Source: an optimization exercise on an open RTL-to-GDS flow (aim: small area, a short achievable clock period and few clock cycles per item). Production flows keep margins and buffers that such runs may drop. Function was checked by simulation only, so behaviour that the tests miss may differ from the original. Power figures rest on the tool's default switching activity, not on a simulated workload.

==> flow/design.v <==
module lora_rx_decoder (
    input  wire        clk,
    input  wire        rst,           
    input  wire        start,
    input  wire [3:0]  cfg_sf,        
    input  wire [3:0]  cfg_ppm,       
    input  wire [2:0]  cfg_rdd,       
    input  wire        cfg_explicit,  
    input  wire        sym_valid,
    output wire        sym_ready,
    input  wire [15:0] sym_data,
    output wire        out_valid,
    input  wire        out_ready,
    output wire [7:0]  out_data
);
    reg  [3:0]  sh;                   
    reg  [3:0]  sf;                   
    reg  [3:0]  pm1;                  
    reg  [2:0]  rdd;
    reg         expl;
    reg         in_v;
    reg  [11:0] in_u;                 
    reg  [11:0] sb [0:7];
    reg  [2:0]  m;                    
    reg  [2:0]  r;                    
    reg         ld_hdr;               
    reg         sb_full;
    reg         first_x;              
    reg  [11:0] cb [0:7];
    reg  [3:0]  j;                    
    reg         cw_v;
    reg         cw_hdr;
    reg         q_v;
    reg  [7:0]  q_cw;
    reg  [3:0]  q_key;
    reg         q_hdr;
    reg         ov;
    reg  [5:0]  od;
    reg  [7:0]  s;
    reg         widx;
    wire [3:0] ppm_eff = (cfg_ppm == 4'd0) ? cfg_sf : cfg_ppm;
    wire a_free  = ~ov | out_ready;
    wire q_adv   = q_v & a_free;
    wire qfree   = ~q_v | q_adv;
    wire take    = cw_v & qfree;
    wire cw_last = (j == pm1);
    wire xfer    = sb_full & ~cw_v;
    wire take0   = xfer & qfree;
    wire tk      = take | take0;
    wire s1_go   = in_v & (~sb_full | xfer);
    wire [2:0] wl1 = ld_hdr ? 3'd7 : (3'd3 + rdd);    
    wire ld_last = (m == wl1);
    reg  rdy;
    assign sym_ready = rdy;
    wire acc = sym_valid & rdy;
    reg  [11:0] below, pa0, pa1, pa2, pa3, cy;
    integer ci;
    always @* begin
        for (ci = 0; ci < 12; ci = ci + 1)
            below[ci] = (ci + 1 < sh);
        pa0 = sym_data[11:0] | below;
        for (ci = 0; ci < 12; ci = ci + 1) begin
            pa1[ci] = (ci >= 1) ? pa0[ci] & pa0[ci-1] : pa0[ci];
        end
        for (ci = 0; ci < 12; ci = ci + 1) begin
            pa2[ci] = (ci >= 2) ? pa1[ci] & pa1[ci-2] : pa1[ci];
        end
        for (ci = 0; ci < 12; ci = ci + 1) begin
            pa3[ci] = (ci >= 4) ? pa2[ci] & pa2[ci-4] : pa2[ci];
        end
        for (ci = 0; ci < 12; ci = ci + 1) begin
            cy[ci] = (sh != 4'd0) & ~below[ci] &
                     ((ci == 0) ? 1'b1 :
                      (ci - 1 >= 8) ? pa3[ci-1] & pa3[ci-9] : pa3[ci-1]);
        end
    end
    wire [11:0] u_in = sym_data[11:0] ^ cy;
    reg  [11:0] gm;
    always @* for (ci = 0; ci < 12; ci = ci + 1) gm[ci] = (ci + 1 < sf);
    wire [11:0] G     = in_u ^ ({1'b0, in_u[11:1]} & gm);
    wire [4:0]  sa    = {1'b0, sh} + 5'd7 - {2'b0, r};
    wire [18:0] Gx    = {G, 7'd0};
    wire [18:0] A     = Gx >> sa;
    wire [11:0] B     = G >> (sf - {1'b0, r});
    reg  [11:0] rot;
    always @* for (ci = 0; ci < 12; ci = ci + 1) rot[ci] = (ci < r) ? B[ci] : A[ci];
    wire [7:0] cw = {cb[7][j], cb[6][j], cb[5][j], cb[4][j],
                     cb[3][j], cb[2][j], cb[1][j], cb[0][j]};
    wire [7:0] cw0 = {sb[7][0], sb[6][0], sb[5][0], sb[4][0],
                      sb[3][0], sb[2][0], sb[1][0], sb[0][0]};
    wire [7:0] cw_in  = take0 ? cw0 : cw;
    wire       hdr_in = take0 ? first_x : cw_hdr;
    wire use_key = ~(hdr_in & expl & (take0 | (j < 4'd5)));
    wire [3:0] key = widx ? {s[0], s[1], s[2], s[3]} : {s[4], s[5], s[6], s[7]};
    wire [2:0] cur_rdd = q_hdr ? 3'd4 : rdd;
    wire b0 = q_cw[0], b1 = q_cw[1], b2 = q_cw[2], b3 = q_cw[3];
    wire b4 = q_cw[4], b5 = q_cw[5], b6 = q_cw[6], b7 = q_cw[7];
    wire p0 = b0 ^ b1 ^ b2 ^ b4;
    wire p1 = b1 ^ b2 ^ b3 ^ b5;
    wire p2 = b0 ^ b1 ^ b3 ^ b6;
    wire p3 = b0 ^ b2 ^ b3 ^ b7;
    wire [3:0] s84 = {p3, p2, p1, p0};
    wire [2:0] s74 = {p2, p1, p0};
    reg [3:0] flip;
    reg       dec_e, dec_b;
    always @* begin
        flip  = 4'd0;
        dec_e = 1'b0;
        dec_b = 1'b0;
        case (cur_rdd)
            3'd1: dec_e = b4 ^ (b0 ^ b1 ^ b2 ^ b3);
            3'd2: dec_e = (b4 ^ (b0 ^ b1 ^ b2)) | (b5 ^ (b1 ^ b2 ^ b3));
            3'd3: begin
                dec_e = (s74 != 3'd0);
                case (s74)
                    3'd5: flip = 4'h1;
                    3'd7: flip = 4'h2;
                    3'd3: flip = 4'h4;
                    3'd6: flip = 4'h8;
                    default: ;
                endcase
            end
            3'd4: begin
                dec_e = (s84 != 4'd0);
                case (s84)
                    4'hD: flip = 4'h1;
                    4'h7: flip = 4'h2;
                    4'hB: flip = 4'h4;
                    4'hE: flip = 4'h8;
                    4'h0, 4'h1, 4'h2, 4'h4, 4'h8: ;
                    default: dec_b = 1'b1;
                endcase
            end
            default: ;
        endcase
    end
    wire [3:0] dec_d = q_cw[3:0] ^ flip ^ q_key;
    assign out_valid = ov;
    assign out_data  = {2'b00, od};
    integer i;
    always @(posedge clk) begin
        if (acc) begin
            in_u  <= u_in;
        end
        if (s1_go)
            sb[m] <= rot;
        for (i = 0; i < 8; i = i + 1)
            if (xfer)
                cb[i] <= sb[i];
        if (q_adv)
            od <= {dec_b, dec_e, dec_d};
        if (tk) begin
            q_cw  <= cw_in;
            q_key <= use_key ? key : 4'd0;
            q_hdr <= hdr_in;
        end
    end
    wire in_v_n    = acc | (in_v & ~s1_go);
    wire sb_full_n = (s1_go & ld_last) | (sb_full & ~xfer);
    wire cw_v_n    = xfer ? ~(take0 & (pm1 == 4'd0)) : (cw_v & ~(take & cw_last));
    always @(posedge clk) begin
        if (rst | start)
            rdy <= ~rst;
        else
            rdy <= ~in_v_n | ~sb_full_n | ~cw_v_n;
        if (start) begin
            sh   <= (cfg_ppm == 4'd0) ? 4'd0 : cfg_sf - cfg_ppm;
            sf   <= cfg_sf;
            pm1  <= ppm_eff - 4'd1;
            rdd  <= cfg_rdd;
            expl <= cfg_explicit;
        end
        if (rst | start) begin
            in_v    <= 1'b0;
            m       <= 3'd0;
            r       <= 3'd0;
            ld_hdr  <= 1'b1;
            sb_full <= 1'b0;
            first_x <= 1'b1;
            cw_v    <= 1'b0;
            cw_hdr  <= 1'b1;
            j       <= 4'd0;
            ov      <= 1'b0;
            q_v     <= 1'b0;
            s       <= 8'hFF;
            widx    <= 1'b0;
        end else begin
            if (acc)
                in_v <= 1'b1;
            else if (s1_go)
                in_v <= 1'b0;
            if (s1_go) begin
                if (ld_last) begin
                    m      <= 3'd0;
                    r      <= 3'd0;
                    ld_hdr <= 1'b0;
                end else begin
                    m <= m + 3'd1;
                    r <= ({1'b0, r} == pm1) ? 3'd0 : r + 3'd1;
                end
            end
            if (s1_go & ld_last)
                sb_full <= 1'b1;
            else if (xfer)
                sb_full <= 1'b0;
            if (xfer) begin
                cw_v    <= ~(take0 & (pm1 == 4'd0));
                cw_hdr  <= first_x;
                first_x <= 1'b0;
                j       <= take0 ? 4'd1 : 4'd0;
            end else if (take) begin
                if (cw_last)
                    cw_v <= 1'b0;
                j <= j + 4'd1;
            end
            if (a_free)
                ov <= q_adv;
            if (tk)
                q_v <= 1'b1;
            else if (q_adv)
                q_v <= 1'b0;
            if (tk & use_key) begin
                if (widx)
                    s <= {s[0] ^ s[2] ^ s[3] ^ s[4], s[7:1]};
                widx <= ~widx;
            end
        end
    end
endmodule
Settings: LEC_CHECK=0, ABC_AREA=1, CAP_MARGIN=20, CORE_MARGIN=2, CORE_UTILIZATION=40, CTS_BUF_LIST=sky130_fd_sc_hd__clkbuf_8, CTS_CLUSTER_DIAMETER=60, CTS_CLUSTER_SIZE=16, SETUP_SLACK_MARGIN=5, SLEW_MARGIN=20; clock period 9.0 ns.
standard.sh (not shown) runs the stock make flow with config.mk's settings and CLKGATE_MAP_FILE= SYNTH_SCRIPT=/design/flow/synth_recipe.tcl, a recipe that flattens the netlist after the stock synthesis.
==> flow/flow/run.sh <==
#!/bin/bash
# The standard layout (standard.sh: standard synthesis and ORFS flow) with:
#  - resizing not tied to the cell footprint;
#  - the port buffers made with buf_2 cells.
bash standard.sh SETUP_SLACK_MARGIN=6.0 MATCH_CELL_FOOTPRINT=0 \
    'BUFFER_PORTS_ARGS=-buffer_cell sky130_fd_sc_hd__buf_2' finish > standard.log 2>&1
Testbench counts at the start, summed over its fixed seeds: cycles 7,995, bytes 6,173.
==> next run, changes <==
--- a/flow/design.v
+++ b/flow/design.v
@@ -42,12 +42,12 @@
     wire a_free  = ~ov | out_ready;
     wire q_adv   = q_v & a_free;
     wire qfree   = ~q_v | q_adv;
     wire take    = cw_v & qfree;
     wire cw_last = (j == pm1);
-    wire xfer    = sb_full & ~cw_v;
-    wire take0   = xfer & qfree;
+    wire xfer    = sb_full & (~cw_v | (take & cw_last));
+    wire take0   = sb_full & ~cw_v & qfree;
     wire tk      = take | take0;
     wire s1_go   = in_v & (~sb_full | xfer);
     wire [2:0] wl1 = ld_hdr ? 3'd7 : (3'd3 + rdd);    
     wire ld_last = (m == wl1);
     reg  rdy;
Result: The changed run completed without violations; core utilization came out higher by 0.50 points; via count fell by 0.55%; worst setup slack degrades by 3.2 ps; hold slack is worse by 8.3 ps; register-to-register slack got worse by 80 ps; fmax barely changes; power shrinks by 0.33%; sequential cell count is unchanged; wire length rose by 0.30%; die area is about the same; sequential share of layout area decreases by 0.46 points; sequential power hardly moves; design area grows by 0.84%; global-route usage barely changes.
Testbench counts after the change, summed over its fixed seeds: cycles 7,995, bytes 6,173.

-- what the ideal ports hide --
How much do the figures lean on ideal ports? The routed layouts below were timed once more, with nothing changed but the port constraints.
Step 1 sets driving cells, clkbuf_16 on the clock port and buf_2 on the other inputs (assumed; they add their load-dependent delay and slew).
Step 2 also shifts input and output timing later by t, the mid clock arrival at the registers, as if the neighbouring blocks saw the same clock.
Three values: ideal, step 1, step 2; two values: the first two.
| run | t (ns) | setup WS [ns] | hold slack, ns | worst setup path at the end | clock arrival spread, ns |
|---|---|---|---|---|---|
| the first run | 0.607 | 6.075 / 6.033 / 5.624 | 0.405 / 0.405 / 0.405 | input to register | 0.036 / 0.037 |
| the second run | 0.605 | 6.072 / 6.044 / 5.497 | 0.397 / 0.397 / 0.397 | input to register | 0.044 / 0.044 |
After both steps setup and hold are still met in every run listed. For the second run, which loses most, drivers alone change the setup slack by -0.028 ns; drivers and shift together by -0.575 ns.
